This is an optimization exercise on Yosys and OpenROAD, whose aim is small area, not a production implementation. RTL that was checked went through simulation tests only; none was proved equivalent to the original. Only the layout flow was run in runs 1 to 3; the RTL was not checked for function there. Power is estimated from default activity; no workload was simulated.

### flow/design.v
module spi_unit #(
    parameter integer CLKFREQ = 80000000
) (
    input  wire        clk,
    input  wire        rst,          
    input  wire        mb_we,
    input  wire [31:0] mb_wdata,
    output wire [31:0] mb_rdata,
    output wire        sclk,
    output reg         mosi,
    input  wire        miso,
    output wire        mem_we,
    output wire [14:0] mem_addr,
    output wire [7:0]  mem_wdata
);
    localparam [31:0] IDLE  = 32'hFFFF_FFFF;
    localparam [31:0] OPREQ = 32'hFFFF_FFFE;
    localparam [31:0] BUSY  = 32'hFFFF_FFFD;
    localparam [26:0] ACC0 = 27'd67108864 - (CLKFREQ / 2);
    reg [31:0] mb;           
    reg        cpol;
    reg        cpha;
    reg        bitorder;     
    reg [30:0] freq;
    reg        s_wop;        
    reg        s_shift;      
    reg        s_store;      
    reg        s_done;       
    reg [1:0]  kd;           
    reg [4:0]  pos;          
    reg [4:0]  rem;          
    reg        phase;        
    reg [25:0] g;            
    wire busy  = s_shift | s_store | s_done;
    wire s_cmd = ~(s_wop | busy);
    assign mb_rdata  = busy ? BUSY : mb;
    assign sclk      = cpol ^ phase;
    assign mem_we    = s_store;
    assign mem_addr  = mb[14:0];
    assign mem_wdata = mb[31:24];
    wire       is_cmd = mb[31] & (mb[7:0] <= 8'd8);
    wire       is_rsv = mb[31] & (mb[7:0] >  8'd8);
    wire [3:0] fn     = mb[3:0];
    wire [4:0] nm1    = mb[12:8] - 5'd1;
    wire [25:0] s;
    wire [26:0] sc;
    assign sc[0] = 1'b0;
    genvar gi;
    generate
        for (gi = 0; gi < 26; gi = gi + 1) begin : g_add
            wire fb = (gi < 25) ? freq[gi] : 1'b0;
            assign s[gi]      = g[gi] ^ fb ^ sc[gi];
            assign sc[gi + 1] = (g[gi] & fb) | (sc[gi] & (g[gi] ^ fb));
        end
    endgenerate
    wire        tick = sc[26];
    wire [25:0] g_nxt;
    wire [26:0] kc;
    assign kc[9] = 1'b0;
    assign g_nxt[8:0] = s[8:0];
    generate
        for (gi = 9; gi < 26; gi = gi + 1) begin : g_cor
            wire kb = tick & ACC0[gi];
            assign g_nxt[gi]  = s[gi] ^ kb ^ kc[gi];
            assign kc[gi + 1] = (s[gi] & kb) | (kc[gi] & (s[gi] ^ kb));
        end
    endgenerate
    wire lead    = tick & ~phase;
    wire trail   = tick & phase;
    wire reads   = kd[0] | kd[1];
    wire samp    = reads & (cpha ? trail : lead);
    wire last    = (rem == 5'd0);
    wire [4:0] pos_adv = bitorder ? (pos - 5'd1) : (pos + 5'd1);
    wire [8:0] cnt     = mb[23:15];
    wire       cnt_z   = (cnt[7:0] == 8'd0);
    wire [8:0] cnt_nxt = {cnt[7:0], cnt[8] ^ cnt[4] ^ cnt_z};
    wire       cnt_end = cnt[8] & cnt_z;
    wire [14:0] addr_inc;
    wire [15:0] ac;
    assign ac[0] = 1'b1;
    generate
        for (gi = 0; gi < 15; gi = gi + 1) begin : g_inc
            assign addr_inc[gi] = mb[gi] ^ ac[gi];
            assign ac[gi + 1]   = mb[gi] & ac[gi];
        end
    endgenerate
    always @(posedge clk) begin
        if (rst) begin
            mb <= IDLE;
        end else if (mb_we) begin
            mb <= mb_wdata;       
        end else if (s_cmd) begin
            if (is_cmd) begin
                case (fn)
                    4'd1, 4'd3: mb <= 32'd0;
                    4'd5, 4'd6: mb <= IDLE;
                    4'd8:       mb <= {1'b0, freq};
                    default:    mb <= OPREQ;
                endcase
            end else if (is_rsv) begin
                mb <= IDLE;
            end
        end else if (s_wop) begin
            if (~mb[31]) begin
                if (kd == 2'b11)
                    mb <= IDLE;
                else if (kd == 2'b10)
                    mb[23:15] <= 9'd0;
            end
        end else if (s_shift) begin
            if (samp)
                mb[pos] <= miso;
        end else if (s_store) begin
            mb[14:0]  <= addr_inc;
            mb[23:15] <= cnt_nxt;
        end else begin
            if (~kd[0])
                mb <= IDLE;
        end
    end
    always @(posedge clk) begin
        if (rst) begin
            cpol     <= 1'b0;
            cpha     <= 1'b0;
            bitorder <= 1'b0;
            freq     <= 31'd0;
            phase    <= 1'b0;
            mosi     <= 1'b0;
            s_wop    <= 1'b0;
            s_shift  <= 1'b0;
            s_store  <= 1'b0;
            s_done   <= 1'b0;
        end else if (s_cmd) begin
            kd  <= {mb[2], mb[0]};
            rem <= mb[2] ? 5'd7 : nm1;
            pos <= bitorder ? (mb[2] ? 5'd31 : nm1) : {mb[2], mb[2], 3'b000};
            g   <= ACC0[25:0];
            if (is_cmd) begin
                case (fn)
                    4'd1, 4'd3: begin
                        if (mb[12:8] == 5'd0)
                            s_done <= 1'b1;
                        else
                            s_shift <= 1'b1;
                    end
                    4'd5: begin
                        cpha <= mb[8];
                        cpol <= mb[9];
                    end
                    4'd6: bitorder <= mb[10];
                    4'd8: ;
                    default: s_wop <= 1'b1;
                endcase
            end
        end else if (s_wop) begin
            g <= ACC0[25:0];
            if (~mb[31]) begin
                s_wop <= 1'b0;
                if (kd == 2'b11) begin
                    freq <= mb[30:0];
                end else if (kd == 2'b10) begin
                    s_shift <= 1'b1;
                end else if (rem == 5'd31) begin
                    s_done <= 1'b1;       
                end else begin
                    s_shift <= 1'b1;
                    if (!cpha) begin
                        mosi <= mb[pos];
                        pos  <= pos_adv;
                    end
                end
            end
        end else if (s_shift) begin
            g <= g_nxt;
            if (tick) begin
                phase <= ~phase;
                if (!phase) begin
                    if (!reads && cpha)
                        mosi <= mb[pos];
                end else begin
                    pos <= pos_adv;
                    rem <= rem - 5'd1;
                    if (!reads && !cpha && !last)
                        mosi <= mb[pos];
                    if (last) begin
                        s_shift <= 1'b0;
                        if (kd[1])
                            s_store <= 1'b1;
                        else
                            s_done <= 1'b1;
                    end
                end
            end
        end else if (s_store) begin
            s_store <= 1'b0;
            if (cnt_end) begin
                s_done <= 1'b1;
            end else begin
                s_shift <= 1'b1;
                pos     <= bitorder ? 5'd31 : 5'd24;
                rem     <= 5'd7;
            end
        end else begin
            s_done <= 1'b0;
        end
    end
endmodule
### flow/constraint.sdc
create_clock -name core_clock -period 10.0 [get_ports {clk}]
set_input_delay 2.0000 -clock core_clock [delete_from_list [all_inputs] [get_ports {clk}]]
set_output_delay 2.0000 -clock core_clock [all_outputs]
set_load 0.01 [all_outputs]
### flow/config.mk
export PLATFORM = sky130hd
export DESIGN_NAME = spi_unit
export DESIGN_NICKNAME = spi_unit
export VERILOG_FILES = /design/flow/design.v
export SDC_FILE = /design/flow/constraint.sdc
export NUM_CORES = 4
export LEC_CHECK = 0
export CAP_MARGIN = 20
export CORE_MARGIN = 2
export CORE_UTILIZATION = 40
export SLEW_MARGIN = 20
### flow/run.sh
#!/bin/bash
# synth_recipe.tcl (not shown) runs the flow's synth.tcl, then flattens the netlist and writes it again
# the make line also repeats each setting of config.mk as NAME=value (left out here)
make -C /OpenROAD-flow-scripts/flow DESIGN_CONFIG=/design/flow/config.mk WORK_HOME=/design/flow/orfs CLKGATE_MAP_FILE= SYNTH_SCRIPT=/design/flow/synth_recipe.tcl finish
==> impl_metrics.tcl, run 1 <==
set metrics [dict create \
    routedWlPerCell_um 23.0 \
    fmax_mhz 84.8 \
    nets 1144 \
    r2r-end "g[24]" \
    post-cts-setup-buffer-count 0 \
    ys_ff_latch 110 \
    drt_pass1_iterations 5 \
    yosys.area_share.simple_pct 19.0 \
    antenna_found_initial 0 \
    hold_start "freq[17]" \
    ys_warn_count 1 \
    power_density_mw_per_mm2 283 \
    die-height_um 148 \
    overflow 0 \
    final_common_cell "nand2_1" \
    hp-class "reg2reg" \
    irDropWorstVdd_mv 0.123 \
    antenna_cells 0 \
    crit_top_cell "fa_2" \
    placed_area_mm2 0.00968 \
    outcome "complete, but fails checks" \
    required_ps 10120 \
    num-fill-cells 1961 \
    synthMuxAreaShare_pct 3.38 \
    critPathArrivalTime_ps 11910 \
    so.violations "setup timing" \
    drt-total-wl_um 30200 \
    cts_max_level 3 \
    yosysTopAreaCell "dfxtp_1" \
    synthArstFlopShare_pct 0 \
    rr_startpoint "g[0]" \
    cts_tree "built" \
    reg2reg_setup_slack_ps -1790 \
    rows 52 \
    worst_pin_slew_ps 932 \
    grt_pass1_vias 7776 \
    start_kind "flip-flop" \
    synth.cell_area_mm2 0.00832 \
    path_class "reg2reg" \
    setup_ws_ps -1790 \
    dp_hpwl_um 21600 \
    coreArea_mm2 0.0203 \
    track_usage_pct 27.9 \
    synth_compound_area_share_pct 24.4 \
    syn-num-nets 1078 \
    cts-root-buf "clkbuf_16" \
    hold_depth 2 \
    rsz0062_at_grt "yes" \
    clock-sinks 110 \
    synth.yosys.seq_area_share_pct 31.0 \
    ant_nets 0 \
    hold_end "freq[17]" \
    grt_max_degree 56 \
    clk_latency_ps 370 \
    drc 0 \
    timing.final.max_slew_violations 0 \
    period_minus_slack_ps 11790 \
    final_hold_viol_count 0 \
    crit_slowest_cell "fa_2" \
    fin_skew_ps 12.7 \
    die_w_um 148 \
    synthFlopType "dfxtp_1" \
    avgViaCountPerCell 6.10 \
    routabilityCongestion 1.01 \
    drive_gt1_share_pct 12.2 \
    synth_enable_flop_cells 38 \
    stdcell_area_mm2 0.0100 \
    syn_inst 971 \
    cts_hold_buf 0 \
    cp_max_fo 3 \
    slew_headroom_pct 37.7 \
    rr_worst_depth 45 \
    cts_buffer_depth 2 \
    initial_core_util_pct 41.0 \
    drtIter0Drc 988 \
    period_share_pct 118 \
    synth-xor-area-share_pct 1.58 \
    path_buf_inv 2 \
    io_buffers 93 \
    cpPeakStageDelay_ps 440 \
    syn_area_per_cell_um2 8.57 \
    finalSetupViolCount 8 \
    dieArea_mm2 0.0220 \
    leakagePower_nw 3.57 \
    area_growth_pct 20.6 \
    grt_pass1_wl_um 47000 \
    maxCapViolCount 0 \
    mostFrequentLayoutCells "nand2_1 (109), clkdlybuf4s50_1 (92), a21oi_1 (79)" \
    fin_util_pct 49.4 \
    ys_top_cells_by_area "dfxtp_1 (17%), edfxtp_1 (14%), fa_1 (8.2%)" \
    crit_family "adder cells" \
    synth_cell_types 82 \
    synth_top_area_share_pct 17.3 \
    clkTransAtPathRegs_ps 80 \
    synth_adder_area_share_pct 13.7 \
    synth_top_family_by_area "compound AO/OA/AOI/OAI gates" \
    numCtsBuffers 9 \
    io_pins 94 \
    vias 8004 \
    critical_path.endpoint_type "flip-flop" \
]
## sequential cells by signal, summed over array words and instances, names as in the netlist, 2 cells and up
name and count:
g 26, rem 5, freq 31, mb 32
kd 2, pos 5
## cell type report
cell class | instances | area [um2] | share of cell area [%]
Inverter | 70 | 263 | 2.62
Clock buffer | 9 | 225 | 2.25
Sequential cell | 110 | 2580 | 25.8
Timing Repair Buffer | 126 | 1170 | 11.7
Clock inverter | 7 | 57.6 | 0.574
Multi-Input combinational cell | 720 | 5390 | 53.7
Tap cell | 270 | 338 | 3.37
## worst register-to-register path: cells and delay by family (launching register included)
kind	cells	cell delay [ps]
adder cells (fa/ha/maj)	42	10740
AND/OR/NAND/NOR	1	340
buffers and inverters	2	100
flip-flops	1	380
## worst max-delay path by stage
stage,cells past startpoint,to,start
6_report,45,g[24],g[0]
5_1_grt,45,g[24],g[0]
4_1_cts,45,g[24],g[0]
3_5_place_dp,45,g[24],g[0]
3_3_place_gp,45,g[24],g[0]
2_1_floorplan,45,g[24],g[0]
## metal layers
layer  GRT usage, %  part of all wire [%]
met5              0                     0
met3           5.12                   7.6
met2           42.7                    45
met1           40.3                    45
met4           7.95                   2.8
## timing repair
| item | CTS | global route |
|---|---|---|
| gates resized for setup | 1 | 13 |
| endpoints found under the setup margin | 8 | 34 |
| pin swaps | 1 | 7 |
## power breakdown
| group | switching, mW | internal (mW) | leakage (nW) | total (mW) |
|---|---|---|---|---|
| clock | 0.188 | 0.173 | 0.136 | 0.361 |
| sequential | 0.215 | 0.616 | 0.931 | 0.831 |
| combinational | 0.985 | 0.658 | 2.51 | 1.64 |
## cell families (layout without fill, tap and decap cells)
family / count (synthesis) / count (layout)
buffers and inverters: 141 / 212
AOI/OAI and AO/OA: 302 / 302
and+or+nand+nor: 309 / 309
muxes: 23 / 23
adders and majority gates: 71 / 71
DFF: 110 / 110
xor gates and xnor gates: 15 / 15
## cell usage after synthesis, types with 16 or more instances
master    instances
nand2_1         110
a21oi_1          79
dfxtp_1          72
inv_1            69
o21ai_0          53
clkbuf_1         45
or3_1            41
nor2_1           39
edfxtp_1         38
ha_1             37
fa_1             34
o22ai_1          21
a22oi_1          20
and2_1           20
buf_2            18
mux2i_1          18
nor3_1           16
## per-stage QoR
stage | setup TNS [ps] | power (mW) | setup slack (ps) | std cells | hold WS (ps)
6_report | -7330 | 2.84 | -1790 | 1312 | 457
5_1_grt | -10560 | 3.02 | -2170 | 1312 | 476
4_1_cts | -8060 | 2.79 | -1840 | 1312 | 460
3_5_place_dp | -8140 | 2.42 | -1860 | 1296 | 447
3_3_place_gp | -7510 | 2.42 | -1750 | 1296 | 441
2_1_floorplan | -6500 | 1.79 | -1610 | 971 | 434
==> run 2, diff against run 1 <==
--- a/flow/design.v
+++ b/flow/design.v
@@ -18,5 +18,6 @@
     localparam [31:0] BUSY  = 32'hFFFF_FFFD;
     localparam [26:0] ACC0 = 27'd67108864 - (CLKFREQ / 2);
-    reg [31:0] mb;           
+    reg [31:0] mbn;          
+    wire [31:0] mb = ~mbn;
     reg        cpol;
     reg        cpha;
@@ -31,5 +32,5 @@
     reg [4:0]  rem;          
     reg        phase;        
-    reg [25:0] g;            
+    reg [26:0] z;            
     wire busy  = s_shift | s_store | s_done;
     wire s_cmd = ~(s_wop | busy);
@@ -43,27 +44,31 @@
     wire [3:0] fn     = mb[3:0];
     wire [4:0] nm1    = mb[12:8] - 5'd1;
-    wire [25:0] s;
+    wire        tick = z[26];
+    wire        za   = ~(s_cmd | s_wop);                  
+    wire        zt   = za ? z[26] : 1'b1;
+    wire [25:0] zx   = z[25:0] & {26{za}};
+    wire [25:0] y;
+    wire [26:0] yc;
+    genvar gi;
+    assign yc[9]   = 1'b0;
+    assign y[8:0]  = zx[8:0];
+    generate
+        for (gi = 9; gi < 26; gi = gi + 1) begin : g_cor
+            wire kb = zt & ACC0[gi];
+            assign y[gi]      = zx[gi] ^ kb ^ yc[gi];
+            assign yc[gi + 1] = (zx[gi] & kb) | (yc[gi] & (zx[gi] ^ kb));
+        end
+    endgenerate
+    wire [26:0] z_nxt;
     wire [26:0] sc;
     assign sc[0] = 1'b0;
-    genvar gi;
     generate
         for (gi = 0; gi < 26; gi = gi + 1) begin : g_add
             wire fb = (gi < 25) ? freq[gi] : 1'b0;
-            assign s[gi]      = g[gi] ^ fb ^ sc[gi];
-            assign sc[gi + 1] = (g[gi] & fb) | (sc[gi] & (g[gi] ^ fb));
+            assign z_nxt[gi]  = y[gi] ^ fb ^ sc[gi];
+            assign sc[gi + 1] = (y[gi] & fb) | (sc[gi] & (y[gi] ^ fb));
         end
     endgenerate
-    wire        tick = sc[26];
-    wire [25:0] g_nxt;
-    wire [26:0] kc;
-    assign kc[9] = 1'b0;
-    assign g_nxt[8:0] = s[8:0];
-    generate
-        for (gi = 9; gi < 26; gi = gi + 1) begin : g_cor
-            wire kb = tick & ACC0[gi];
-            assign g_nxt[gi]  = s[gi] ^ kb ^ kc[gi];
-            assign kc[gi + 1] = (s[gi] & kb) | (kc[gi] & (s[gi] ^ kb));
-        end
-    endgenerate
+    assign z_nxt[26] = sc[26];
     wire lead    = tick & ~phase;
     wire trail   = tick & phase;
@@ -87,35 +92,39 @@
     always @(posedge clk) begin
         if (rst) begin
-            mb <= IDLE;
+            mbn <= ~IDLE;
         end else if (mb_we) begin
-            mb <= mb_wdata;       
+            mbn <= ~mb_wdata;     
         end else if (s_cmd) begin
             if (is_cmd) begin
                 case (fn)
-                    4'd1, 4'd3: mb <= 32'd0;
-                    4'd5, 4'd6: mb <= IDLE;
-                    4'd8:       mb <= {1'b0, freq};
-                    default:    mb <= OPREQ;
+                    4'd1, 4'd3: mbn <= ~32'd0;
+                    4'd5, 4'd6: mbn <= ~IDLE;
+                    4'd8:       mbn <= ~{1'b0, freq};
+                    default:    mbn <= ~OPREQ;
                 endcase
             end else if (is_rsv) begin
-                mb <= IDLE;
+                mbn <= ~IDLE;
             end
         end else if (s_wop) begin
             if (~mb[31]) begin
                 if (kd == 2'b11)
-                    mb <= IDLE;
+                    mbn <= ~IDLE;
                 else if (kd == 2'b10)
-                    mb[23:15] <= 9'd0;
+                    mbn[23:15] <= ~9'd0;
             end
         end else if (s_shift) begin
             if (samp)
-                mb[pos] <= miso;
+                mbn[pos] <= ~miso;
         end else if (s_store) begin
-            mb[14:0]  <= addr_inc;
-            mb[23:15] <= cnt_nxt;
+            mbn[14:0]  <= ~addr_inc;
+            mbn[23:15] <= ~cnt_nxt;
         end else begin
             if (~kd[0])
-                mb <= IDLE;
-        end
+                mbn <= ~IDLE;
+        end
+    end
+    always @(posedge clk) begin
+        if (!s_store)
+            z <= z_nxt;
     end
     always @(posedge clk) begin
@@ -135,5 +144,4 @@
             rem <= mb[2] ? 5'd7 : nm1;
             pos <= bitorder ? (mb[2] ? 5'd31 : nm1) : {mb[2], mb[2], 3'b000};
-            g   <= ACC0[25:0];
             if (is_cmd) begin
                 case (fn)
@@ -154,5 +162,4 @@
             end
         end else if (s_wop) begin
-            g <= ACC0[25:0];
             if (~mb[31]) begin
                 s_wop <= 1'b0;
@@ -172,5 +179,4 @@
             end
         end else if (s_shift) begin
-            g <= g_nxt;
             if (tick) begin
                 phase <= ~phase;
==> run 2 against run 1 <==
Routed wire length is 12% lower. Critical path type unchanged. Sequential cell count is 1 higher. Clock skew is 8.4 ps lower. Highest routed layer unchanged. Largest cell class unchanged. Non-clock buffer count is 13 lower. Die area is 1.5% lower. Now clean on timing, DRC and antenna. Combinational power is 17% lower.
==> impl_metrics.tcl, run 2 <==
set metrics [dict create \
    nets 1132 \
    yosys-top-cells-count "inv_1 (101), nand2_1 (96), a21oi_1 (92), nor2_1 (87), dfxtp_1 (72)" \
    initial_core_util_pct 40.6 \
    synthArstFlopShare_pct 0 \
    ant_nets 0 \
    path_class "reg2reg" \
    grt_pass1_vias 7152 \
    coreArea_mm2 0.0202 \
    antenna_found_initial 0 \
    yosys.cell_count.top_type "inv_1" \
    timing.final.max_slew_violations 0 \
    dieArea_mm2 0.0216 \
    yosysTopAreaCell "dfxtp_1" \
    top_regs "mbn x32, freq x31, z x27" \
    antenna_cells 0 \
    die_w_um 147 \
    ys_top_cells_by_area "dfxtp_1 (18%), edfxtp_1 (14%), fa_1 (8.3%)" \
    synthFlopType "dfxtp_1" \
    post-cts-setup-buffer-count 0 \
    vias 7478 \
    crit_family "adder cells" \
    period_share_pct 95.2 \
    power_mw 2.46 \
    drive_gt1_share_pct 8.24 \
    required_ps 10120 \
    cp_max_fo 2 \
    crit_slowest_cell "fa_1" \
    grt_max_degree 52 \
    drt-total-wl_um 26400 \
    critical_path.endpoint_type "flip-flop" \
    hp-class "reg2reg" \
    start_kind "flip-flop" \
    rsz0062_at_grt "no" \
    cpPeakStageDelay_ps 420 \
    syn_inst 970 \
    mostFrequentLayoutCells "inv_1 (101), nand2_1 (96), a21oi_1 (92)" \
    clk_latency_ps 360 \
    slew_headroom_pct 30.7 \
    synth_enable_flop_cells 39 \
    final_common_cell "inv_1" \
    dpl.cell_count 1285 \
    synth.yosys.seq_area_share_pct 31.9 \
    numCtsBuffers 9 \
    cts_max_level 3 \
    largest_register_ffs 32 \
    cts_tree "built" \
    stdcell_area_mm2 0.00963 \
    outcome "no timing/DRC/antenna violations" \
    layout.cells.non_filler 1301 \
    drc 0 \
    overflow 0 \
    track_usage_pct 24.6 \
    routedWlPerCell_um 20.3 \
    clock-sinks 111 \
    critPathArrivalTime_ps 9640 \
    worst_pin_slew_ps 1040 \
    clkTransAtPathRegs_ps 80 \
    syn-num-nets 1076 \
    io_pins 94 \
    synth_top_area_share_pct 17.6 \
    die-height_um 147 \
    fmax_mhz 105 \
    drt_pass1_iterations 6 \
    cts-root-buf "clkbuf_16" \
    ys_warn_count 1 \
    syn_area_per_cell_um2 8.44 \
    fin_skew_ps 4.38 \
    top_register "mbn" \
    avgViaCountPerCell 5.75 \
    drtIter0Drc 824 \
    synth.cell_area_mm2 0.00819 \
    dp_hpwl_um 19200 \
    path_buf_inv 6 \
    maxCapViolCount 0 \
    synth_cell_types 70 \
    placed_area_mm2 0.00934 \
    io_buffers 93 \
    irDropWorstVdd_mv 0.101 \
    ys_ff_latch 111 \
    power_density_mw_per_mm2 255 \
    cts_buffer_depth 2 \
    area_growth_pct 17.6 \
    period_minus_slack_ps 9520 \
    tns_ps 0 \
    leakagePower_nw 3.67 \
    grt_pass1_wl_um 41500 \
    rows 52 \
    crit_top_cell "fa_2" \
    final_hold_viol_count 0 \
    routabilityCongestion 0.946 \
    finalSetupViolCount 0 \
]
-- run 2: layout make-up --
cell class	count	area, um2
multi-input cells	689	4950
flip-flops and latches	111	2620
clock inverters	6	35.0
well taps	270	338
repair buffers	113	1070
inverters	102	383
fillers	1977	10500
clock buffers	10	229
-- run 2: power by group --
group	internal, mW	switching, mW	total, mW
Sequential	0.617	0.139	0.757
Clock	0.169	0.176	0.345
Combinational	0.538	0.821	1.36
-- run 2: layer usage --
metal / share of wire, % / vias to the layer above / track usage [%]
li1: - / 3569 / -
met5: 0 / - / 0
met2: 44 / 309 / 37.0
met4: 2.7 / 0 / 8.94
met3: 6.3 / 43 / 2.70
met1: 47 / 3557 / 36.4
-- run 2: logic make-up (layout without fill, tap and decap cells) --
group	Yosys count	count (layout)	share of synthesized area, %
compound gates	282	282	23.1
xor+xnor	15	15	1.60
fa+ha+maj	70	70	13.8
buf+inv	170	231	8.10
flops	111	111	31.9
mux	19	19	3.85
simple gates	303	303	17.6
-- run 2: per-stage QoR --
| step | util [%] | setup WS [ps] | hold WS, ps |
|---|---|---|---|
| after CTS | 47.6 | 46.1 | 495 |
| after global placement | 46.3 | 55.9 | 468 |
| final | 47.8 | 480 | 490 |
| after floorplan | - | 4.34 | 455 |
| after global routing | 47.8 | 5.53 | 539 |
| after detailed placement | 46.3 | 11.9 | 478 |
-- run 2: worst paths after layout --
| kind | startpoint | end | slack (ps) | cells after the start |
|---|---|---|---|---|
| hold / removal | freq[30] | freq[30] | 490 | 2 |
| hold reg to reg | freq[30] | freq[30] | 490 | 2 |
| setup reg to reg | s_store | z[25] | 480 | 35 |
| setup / recovery | s_store | z[25] | 480 | 35 |
-- run 2: what timing repair did --
item                       CTS  global route
resized for setup            2            10
setup endpoints to repair    1             3
pin swaps                    0             0
hold buffers                 0             0
-- run 2: worst reg2reg max path: cells and delay by family, from the launching register on --
kind | cells | cell delay (ps)
adders and majority gates | 26 | 8210
buffers and inverters | 6 | 380
DFF | 1 | 350
and+or+nand+nor | 3 | 330
==> run 3, diff against run 2 <==
--- a/flow/design.v
+++ b/flow/design.v
@@ -45,7 +45,6 @@
     wire [4:0] nm1    = mb[12:8] - 5'd1;
     wire        tick = z[26];
-    wire        za   = ~(s_cmd | s_wop);                  
-    wire        zt   = za ? z[26] : 1'b1;
-    wire [25:0] zx   = z[25:0] & {26{za}};
+    wire        zt   = z[26];
+    wire [25:0] zx   = z[25:0];
     wire [25:0] y;
     wire [26:0] yc;
@@ -57,5 +56,5 @@
             wire kb = zt & ACC0[gi];
             assign y[gi]      = zx[gi] ^ kb ^ yc[gi];
-            assign yc[gi + 1] = (zx[gi] & kb) | (yc[gi] & (zx[gi] ^ kb));
+            assign yc[gi + 1] = (zx[gi] & kb) | (zx[gi] & yc[gi]) | (kb & yc[gi]);
         end
     endgenerate
@@ -67,5 +66,5 @@
             wire fb = (gi < 25) ? freq[gi] : 1'b0;
             assign z_nxt[gi]  = y[gi] ^ fb ^ sc[gi];
-            assign sc[gi + 1] = (y[gi] & fb) | (sc[gi] & (y[gi] ^ fb));
+            assign sc[gi + 1] = (y[gi] & fb) | (y[gi] & sc[gi]) | (fb & sc[gi]);
         end
     endgenerate
@@ -124,6 +123,9 @@
         end
     end
+    wire start = (s_cmd & is_cmd & (fn[3:1] == 3'b000 || fn == 4'd3)) | (s_wop & ~mb[31]);
     always @(posedge clk) begin
-        if (!s_store)
+        if ((s_cmd | s_wop) & ~start)
+            z <= {1'b1, 26'd0};
+        else if (!s_store)
             z <= z_nxt;
     end
==> flow/flow/run.sh (new file) <==
#!/bin/bash
# Standard ORFS layout, with the port buffers made from the smallest buffer cell
# and a clock tree of clkbuf_8 without dummy loads.
set -euo pipefail
bash standard.sh \
  BUFFER_PORTS_ARGS="-buffer_cell sky130_fd_sc_hd__buf_1" \
  CTS_ARGS="-sink_clustering_enable -repair_clock_nets -buf_list sky130_fd_sc_hd__clkbuf_8 -dont_use_dummy_load" \
  finish > standard_flow.log 2>&1
==> flow/standard.sh (new file) <==
#!/bin/bash
# synth_recipe.tcl (not shown) runs the flow's synth.tcl, then flattens the netlist and writes it again
# the make line also repeats each setting of config.mk as NAME=value (left out here)
make -C /OpenROAD-flow-scripts/flow DESIGN_CONFIG=/design/flow/config.mk WORK_HOME=/design/flow/orfs CLKGATE_MAP_FILE= SYNTH_SCRIPT=/design/flow/synth_recipe.tcl "${@:-finish}"
removed: flow/run.sh
==> run 3 against run 2 <==
Still clean. Sequential power decreased by 5.3%. Clock-buffer cell count down 1. Sequential cell count unchanged. Utilization is 3.5 points lower. Via count grew 2.7%. First-iteration DRC count fell by 25%. Highest routed layer unchanged.
==> impl_metrics.tcl, run 3 <==
set metrics [dict create \
    top_register "mbn" \
    leakagePower_nw 3.12 \
    synth.cell_area_mm2 0.00808 \
    initial_core_util_pct 41.1 \
    cts_hold_buf 0 \
    io_pins 94 \
    rr_worst_depth 30 \
    critical_path.endpoint_type "flip-flop" \
    synth_enable_flop_cells 12 \
    path_class "reg2reg" \
    crit_top_cell "fa_1" \
    hold_end "freq[26]" \
    synthArstFlopShare_pct 0 \
    ys_ff_latch 111 \
    fin_util_pct 44.3 \
    period_share_pct 94.4 \
    yosys-top-cells-count "nor2_1 (125), dfxtp_1 (99), a21oi_1 (93), nand2_1 (80), inv_1 (76)" \
    reg2reg_setup_slack_ps 560 \
    power_mw 2.14 \
    overflow 0 \
    cp_max_fo 3 \
    cts-root-buf "clkbuf_8" \
    synth.yosys.seq_area_share_pct 29.0 \
    final_hold_viol_count 0 \
    p_int_mw 1.05 \
    outcome "no timing/DRC/antenna violations" \
    fin_skew_ps 32.8 \
    synth_cell_types 75 \
    hold_start "freq[26]" \
    track_usage_pct 25.3 \
    hp-class "reg2reg" \
    area_growth_pct 7.79 \
    p_switching_mw 1.09 \
    routedWlPerCell_um 20.9 \
    layout.cells.non_filler 1296 \
    routabilityCongestion 0.964 \
    p_comb_share_pct 55.6 \
    ys_warn_count 1 \
    antenna_cells 0 \
    grt_max_degree 67 \
    rr_startpoint "freq[0]" \
    cts_tree "built" \
    finalSetupViolCount 0 \
    irDropWorstVdd_mv 0.105 \
    critPathArrivalTime_ps 9720 \
    syn_inst 988 \
    synthFlopType "dfxtp_1" \
    cts_buffer_depth 2 \
    final_common_cell "nor2_1" \
    yosys.cell_count.top_type "nor2_1" \
    fmax_mhz 106 \
    antenna_found_initial 0 \
    syn-num-nets 1095 \
    die-height_um 146 \
    top_regs "mbn x32, freq x31, z x27" \
    dp_hpwl_um 19600 \
    largest_register_ffs 32 \
    yosysTopAreaCell "dfxtp_1" \
    clk_latency_ps 410 \
    hold_depth 2 \
    nets 1140 \
    num-fill-cells 2073 \
    dpl.cell_count 1287 \
    drtIter0Drc 618 \
    clock-sinks 111 \
    drt_pass1_iterations 5 \
    clkTransAtPathRegs_ps 120 \
    slew_headroom_pct 27.0 \
    grt_pass1_vias 7200 \
    post-place-ws_ps 407 \
    rsz0062_at_grt "no" \
    io_buffers 93 \
    drive_gt1_share_pct 5.53 \
    setup_ws_ps 556 \
    timing.final.max_slew_violations 0 \
    grt_pass1_wl_um 42100 \
    power_density_mw_per_mm2 246 \
    drc 0 \
    ant_nets 0 \
    critPathLaunch "freq[0]" \
    pwr-share-clk_pct 10.8 \
    r2r-end "z[25]" \
    numCtsBuffers 9 \
    required_ps 10280 \
    maxCapViolCount 0 \
    worst_pin_slew_ps 1090 \
    period_minus_slack_ps 9440 \
    drt-total-wl_um 27000 \
    vias 7682 \
    ys_top_cells_by_area "dfxtp_1 (25%), fa_1 (8.2%), ha_1 (5.9%)" \
    syn_area_per_cell_um2 8.17 \
    avgViaCountPerCell 5.93 \
    mostFrequentLayoutCells "nor2_1 (124), dfxtp_1 (97), a21oi_1 (93)" \
    switching_share_pct 51.0 \
    power_frac_seq_pct 33.5 \
    start_kind "flip-flop" \
    cts_max_level 3 \
    synth_top_area_share_pct 24.5 \
    crit_slowest_cell "fa_1" \
    cpPeakStageDelay_ps 440 \
    die_w_um 146 \
    tns_ps 0 \
    coreArea_mm2 0.0197 \
    rows 51 \
    dieArea_mm2 0.0213 \
]
run 3: cell types whose count changed after synthesis, moves of 5 or more:
cell | before | now
edfxtp_1 | 39 | 12
nand2_1 | 96 | 80
dfxtp_1 | 72 | 99
a2111oi_0 | 4 | 10
inv_1 | 101 | 76
nor2_1 | 87 | 125
a211oi_1 | 31 | 37
mux2i_1 | 9 | 23
a221oi_1 | 4 | 9
and2_1 | 19 | 2
run 3: kinds of logic after synthesis:
kind of cell	synth area share, %
AOI/OAI and AO/OA	24.8
buffers and inverters	7.45
and+or+nand+nor	17.9
DFF	29.0
muxes	4.94
xor gates and xnor gates	1.84
adders and majority gates	14.1
run 3: what timing repair did:
action,CTS,global route
endpoints found under the setup margin,0,1
gates resized for setup,0,3
buffers inserted,0,0
run 3: routing by layer:
| layer | routed length [um] | part of all wire, % | GRT usage (%) | up-vias |
|---|---|---|---|---|
| met5 | 0 | 0 | 0 | - |
| met4 | 1060 | 3.9 | 10.1 | 0 |
| met3 | 2020 | 7.5 | 5.91 | 56 |
| met2 | 11800 | 44 | 37.9 | 314 |
| met1 | 12200 | 45 | 35.4 | 3670 |
| li1 | - | - | - | 3642 |
run 3: how the worst max path moves through the flow:
stage | end | slack (ps)
after floorplan | z[25] | 910
after global placement | z[25] | 530
after detailed placement | z[25] | 410
after CTS | z[25] | 400
after global routing | z[25] | 40
final | z[25] | 560
run 3: area by class of cell:
cell class	instances	area (um2)	area share, %
tap	265	332	3.81
clock buffer	9	124	1.42
sequential	111	2340	26.9
inverter	77	289	3.32
multi-input combinational	725	5140	59.1
timing repair buffer	109	472	5.42
run 3: per-stage QoR:
stage | instance area [um2] | hold WS (ps)
after CTS | 8700 | 498
after detailed placement | 8580 | 475
after global placement | 8580 | 466
after floorplan | 8080 | 454
after global routing | 8710 | 525
final | 8710 | 491
run 3: critical path, delay by kind of cell, from the launching register on:
family                     cells  cell delay (ps)
adders and majority gates     26             8620
buffers and inverters          2              120
DFF                            1              360
muxes                          1              120
and+or+nand+nor                1               50
run 3: power groups by stage:
stage	registers, mW	clock network, mW	logic (mW)
6_report	0.717	0.232	1.19
2_1_floorplan	0.625	0	0.889
3_5_place_dp	0.721	0	1.17
4_1_cts	0.711	0.240	1.18
3_3_place_gp	0.719	0	1.17
5_1_grt	0.730	0.255	1.32
==> run 4, diff against run 3 <==
--- a/flow/design.v
+++ b/flow/design.v
@@ -76,4 +76,14 @@
     wire last    = (rem == 5'd0);
     wire [4:0] pos_adv = bitorder ? (pos - 5'd1) : (pos + 5'd1);
+    wire [3:0] pd_lo = {pos[1:0] == 2'd3, pos[1:0] == 2'd2, pos[1:0] == 2'd1, pos[1:0] == 2'd0};
+    wire [7:0] pd_hi = {pos[4:2] == 3'd7, pos[4:2] == 3'd6, pos[4:2] == 3'd5, pos[4:2] == 3'd4,
+                        pos[4:2] == 3'd3, pos[4:2] == 3'd2, pos[4:2] == 3'd1, pos[4:2] == 3'd0} & {8{samp}};
+    wire [31:0] wr;
+    genvar wi;
+    generate
+        for (wi = 0; wi < 32; wi = wi + 1) begin : g_wr
+            assign wr[wi] = pd_hi[wi / 4] & pd_lo[wi % 4];
+        end
+    endgenerate
     wire [8:0] cnt     = mb[23:15];
     wire       cnt_z   = (cnt[7:0] == 8'd0);
@@ -113,6 +123,5 @@
             end
         end else if (s_shift) begin
-            if (samp)
-                mbn[pos] <= ~miso;
+            mbn <= (mbn & ~wr) | ({32{~miso}} & wr);
         end else if (s_store) begin
             mbn[14:0]  <= ~addr_inc;
==> run 4 against run 3 <==
Power is 17% lower. Area after synthesis down 4.4%. Clock-buffer cell count unchanged. Still clean on timing, DRC and antenna. Combinational power fell by 26%.
==> impl_metrics.tcl, run 4 <==
set metrics [dict create \
    drt-total-wl_um 24200 \
    multi_input_area_mm2 0.00485 \
    drc 0 \
    syn_inst 978 \
    mostFrequentLayoutCells "nor2_1 (140), nand2_1 (138), dfxtp_1 (98)" \
    power_frac_seq_pct 36.8 \
    cts-root-buf "clkbuf_8" \
    rows 50 \
    drive_gt1_share_pct 4.89 \
    antenna_found_initial 0 \
    ys_warn_count 1 \
    numCtsBuffers 9 \
    final_common_cell "nor2_1" \
    hp-class "reg2reg" \
    clk_latency_ps 410 \
    syn-num-nets 1081 \
    tns_ps 0 \
    dieArea_mm2 0.0204 \
    io_pins 94 \
    num-fill-cells 1955 \
    drt_pass1_iterations 5 \
    cts_tree "built" \
    pwr-share-clk_pct 13.3 \
    reg2reg_setup_slack_ps 530 \
    required_ps 10290 \
    overflow 0 \
    synth_enable_flop_cells 12 \
    final-seq-area_mm2 0.00234 \
    start_kind "flip-flop" \
    syn_area_per_cell_um2 7.90 \
    grt_max_degree 71 \
    dp_hpwl_um 17400 \
    critical_path.endpoint_type "flip-flop" \
    synth.cell_area_mm2 0.00772 \
    routabilityCongestion 0.923 \
    synth.yosys.seq_area_share_pct 30.3 \
    vias 7176 \
    fin_util_pct 44.5 \
    coreArea_mm2 0.0188 \
    crit_slowest_cell "fa_1" \
    synthFlopType "dfxtp_1" \
    leakagePower_nw 3.14 \
    worst_pin_slew_ps 820 \
    rsz0062_at_grt "no" \
    finalSetupViolCount 0 \
    synth_cell_types 55 \
    clock-sinks 111 \
    p_comb_share_pct 49.9 \
    die-height_um 143 \
    avgViaCountPerCell 5.60 \
    fmax_mhz 106 \
    cts_max_level 3 \
    grt_pass1_vias 6645 \
    ys_ff_latch 111 \
    path_class "reg2reg" \
    outcome "no timing/DRC/antenna violations" \
    ant_nets 0 \
    largest_register_ffs 31 \
    routedWlPerCell_um 18.9 \
    initial_core_util_pct 41.0 \
    crit_top_cell "fa_1" \
    period_minus_slack_ps 9470 \
    power_density_mw_per_mm2 212 \
    fin_skew_ps 32.7 \
    synth_top_area_share_pct 25.7 \
    cts_buffer_depth 2 \
    p_int_mw 0.923 \
    yosysTopAreaCell "dfxtp_1" \
    top_regs "freq x31, z x27, mbn x23" \
    antenna_cells 0 \
    nets 1127 \
    die_w_um 143 \
    maxCapViolCount 0 \
    switching_share_pct 48.0 \
    irDropWorstVdd_mv 0.100 \
    io_buffers 93 \
    period_share_pct 94.7 \
    critPathArrivalTime_ps 9760 \
    yosys-top-cells-count "nor2_1 (140), nand2_1 (138), dfxtp_1 (99), a21oi_1 (88), inv_1 (70)" \
    grt_pass1_wl_um 38400 \
    area_growth_pct 8.46 \
    clkTransAtPathRegs_ps 100 \
    slew_headroom_pct 45.3 \
    final_hold_viol_count 0 \
    p_switching_mw 0.852 \
    top_register "freq" \
    yosys.cell_count.top_type "nor2_1" \
    cp_max_fo 3 \
    ys_top_cells_by_area "dfxtp_1 (26%), fa_1 (8.6%), nor2_1 (6.8%)" \
    track_usage_pct 24.5 \
    drtIter0Drc 656 \
    cpPeakStageDelay_ps 440 \
    timing.final.max_slew_violations 0 \
    synthArstFlopShare_pct 0 \
]
==> run 4: power by group through the flow <==
stage / Sequential (mW) / Combinational, mW / Clock (mW)
finish: 0.653 / 0.886 / 0.236
global route: 0.665 / 0.994 / 0.254
CTS: 0.650 / 0.885 / 0.239
detailed placement: 0.660 / 0.882 / 0
global placement: 0.660 / 0.872 / 0
floorplan: 0.589 / 0.667 / 0
==> run 4: worst paths after layout <==
| path | cells past startpoint | to | startpoint |
|---|---|---|---|
| max | 30 | z[25] | freq[0] |
| min | 2 | z[24] | z[24] |
| max reg2reg | 30 | z[25] | freq[0] |
| min reg2reg | 2 | z[24] | z[24] |
==> run 4: area by class of cell <==
class / count / area share, %
clock buffer: 9 / 1.48
sequential: 111 / 28.0
timing repair buffer: 108 / 5.59
tap: 260 / 3.88
multi-input combinational: 722 / 57.8
inverter: 72 / 3.23
==> run 4: per-layer routing <==
layer | wire length (um) | track usage, % | up-vias
li1 | - | - | 3461
met1 | 10900 | 35.1 | 3360
met2 | 10700 | 37.0 | 313
met3 | 1990 | 4.39 | 42
met4 | 669 | 9.07 | 0
met5 | 0 | 0 | -
==> run 4: logic make-up after synthesis <==
| group | after synthesis | synth area share (%) |
|---|---|---|
| simple gates | 369 | 20.3 |
| compound gates | 227 | 19.0 |
| buf+inv | 145 | 7.22 |
| flops | 111 | 30.3 |
| fa+ha+maj | 67 | 14.1 |
| mux | 43 | 7.21 |
| xor+xnor | 16 | 1.81 |
==> run 4: critical path: cells and delay by family, from the launching register on <==
| family | cells | cell delay [ps] |
|---|---|---|
| adder cells (fa/ha/maj) | 26 | 8710 |
| flip-flops | 1 | 370 |
| buffers and inverters | 2 | 120 |
| multiplexers | 1 | 120 |
| AND/OR/NAND/NOR | 1 | 50 |
==> run 4: metrics by stage <==
stage / setup slack, ps / cell area [um2] / instances / hold slack, ps / power [mW]
CTS: 298 / 8370 / 1282 / 497 / 1.77
detailed placement: 329 / 8250 / 1273 / 472 / 1.54
finish: 529 / 8380 / 1282 / 491 / 1.78
global placement: 391 / 8230 / 1272 / 470 / 1.53
floorplan: 906 / 7720 / 978 / 454 / 1.26
global route: 58.0 / 8380 / 1282 / 530 / 1.91
==> run 4: what timing repair did <==
action | CTS | global route
setup buffers | 0 | 0
hold buffers | 0 | 0
setup endpoints to repair | 0 | 1
resized for setup | 0 | 3

[port drivers added, routing unchanged]
How much do the figures lean on ideal ports? The routed layouts below were timed once more, with nothing changed but the port constraints. Step 1 (the two cells are an assumption about what drives the block):
set clk [get_ports {clk}]
set_driving_cell -lib_cell sky130_fd_sc_hd__clkbuf_16 $clk
set_driving_cell -lib_cell sky130_fd_sc_hd__buf_2 [delete_from_list [all_inputs] $clk]
Step 2 adds t to the input delays and takes it off the output delays; t is the mean of the earliest and latest rising clock arrival at the registers after step 1. Input paths then give back, and output paths get back, about the clock's delay inside the block. Slacks: ideal ports / drivers / drivers and shift; pairs: ideal ports / drivers.
| run | t (ns) | setup slack, ns | slew at the worst register clock pin (ns) | worst slew at a driven data input, ns | cell pins on the clock port's net |
|---|---|---|---|---|---|
| run 1 | 0.410 | -1.787 / -1.787 / -1.787 | 0.08 / 0.08 | 0.04 | 1 |
| run 2 | 0.404 | 0.480 / 0.480 / 0.480 | 0.08 / 0.08 | 0.04 | 1 |
| run 3 | 0.435 | 0.556 / 0.556 / 0.556 | 0.12 / 0.12 | 0.03 | 1 |
| run 4 | 0.434 | 0.529 / 0.529 / 0.529 | 0.12 / 0.12 | 0.04 | 1 |
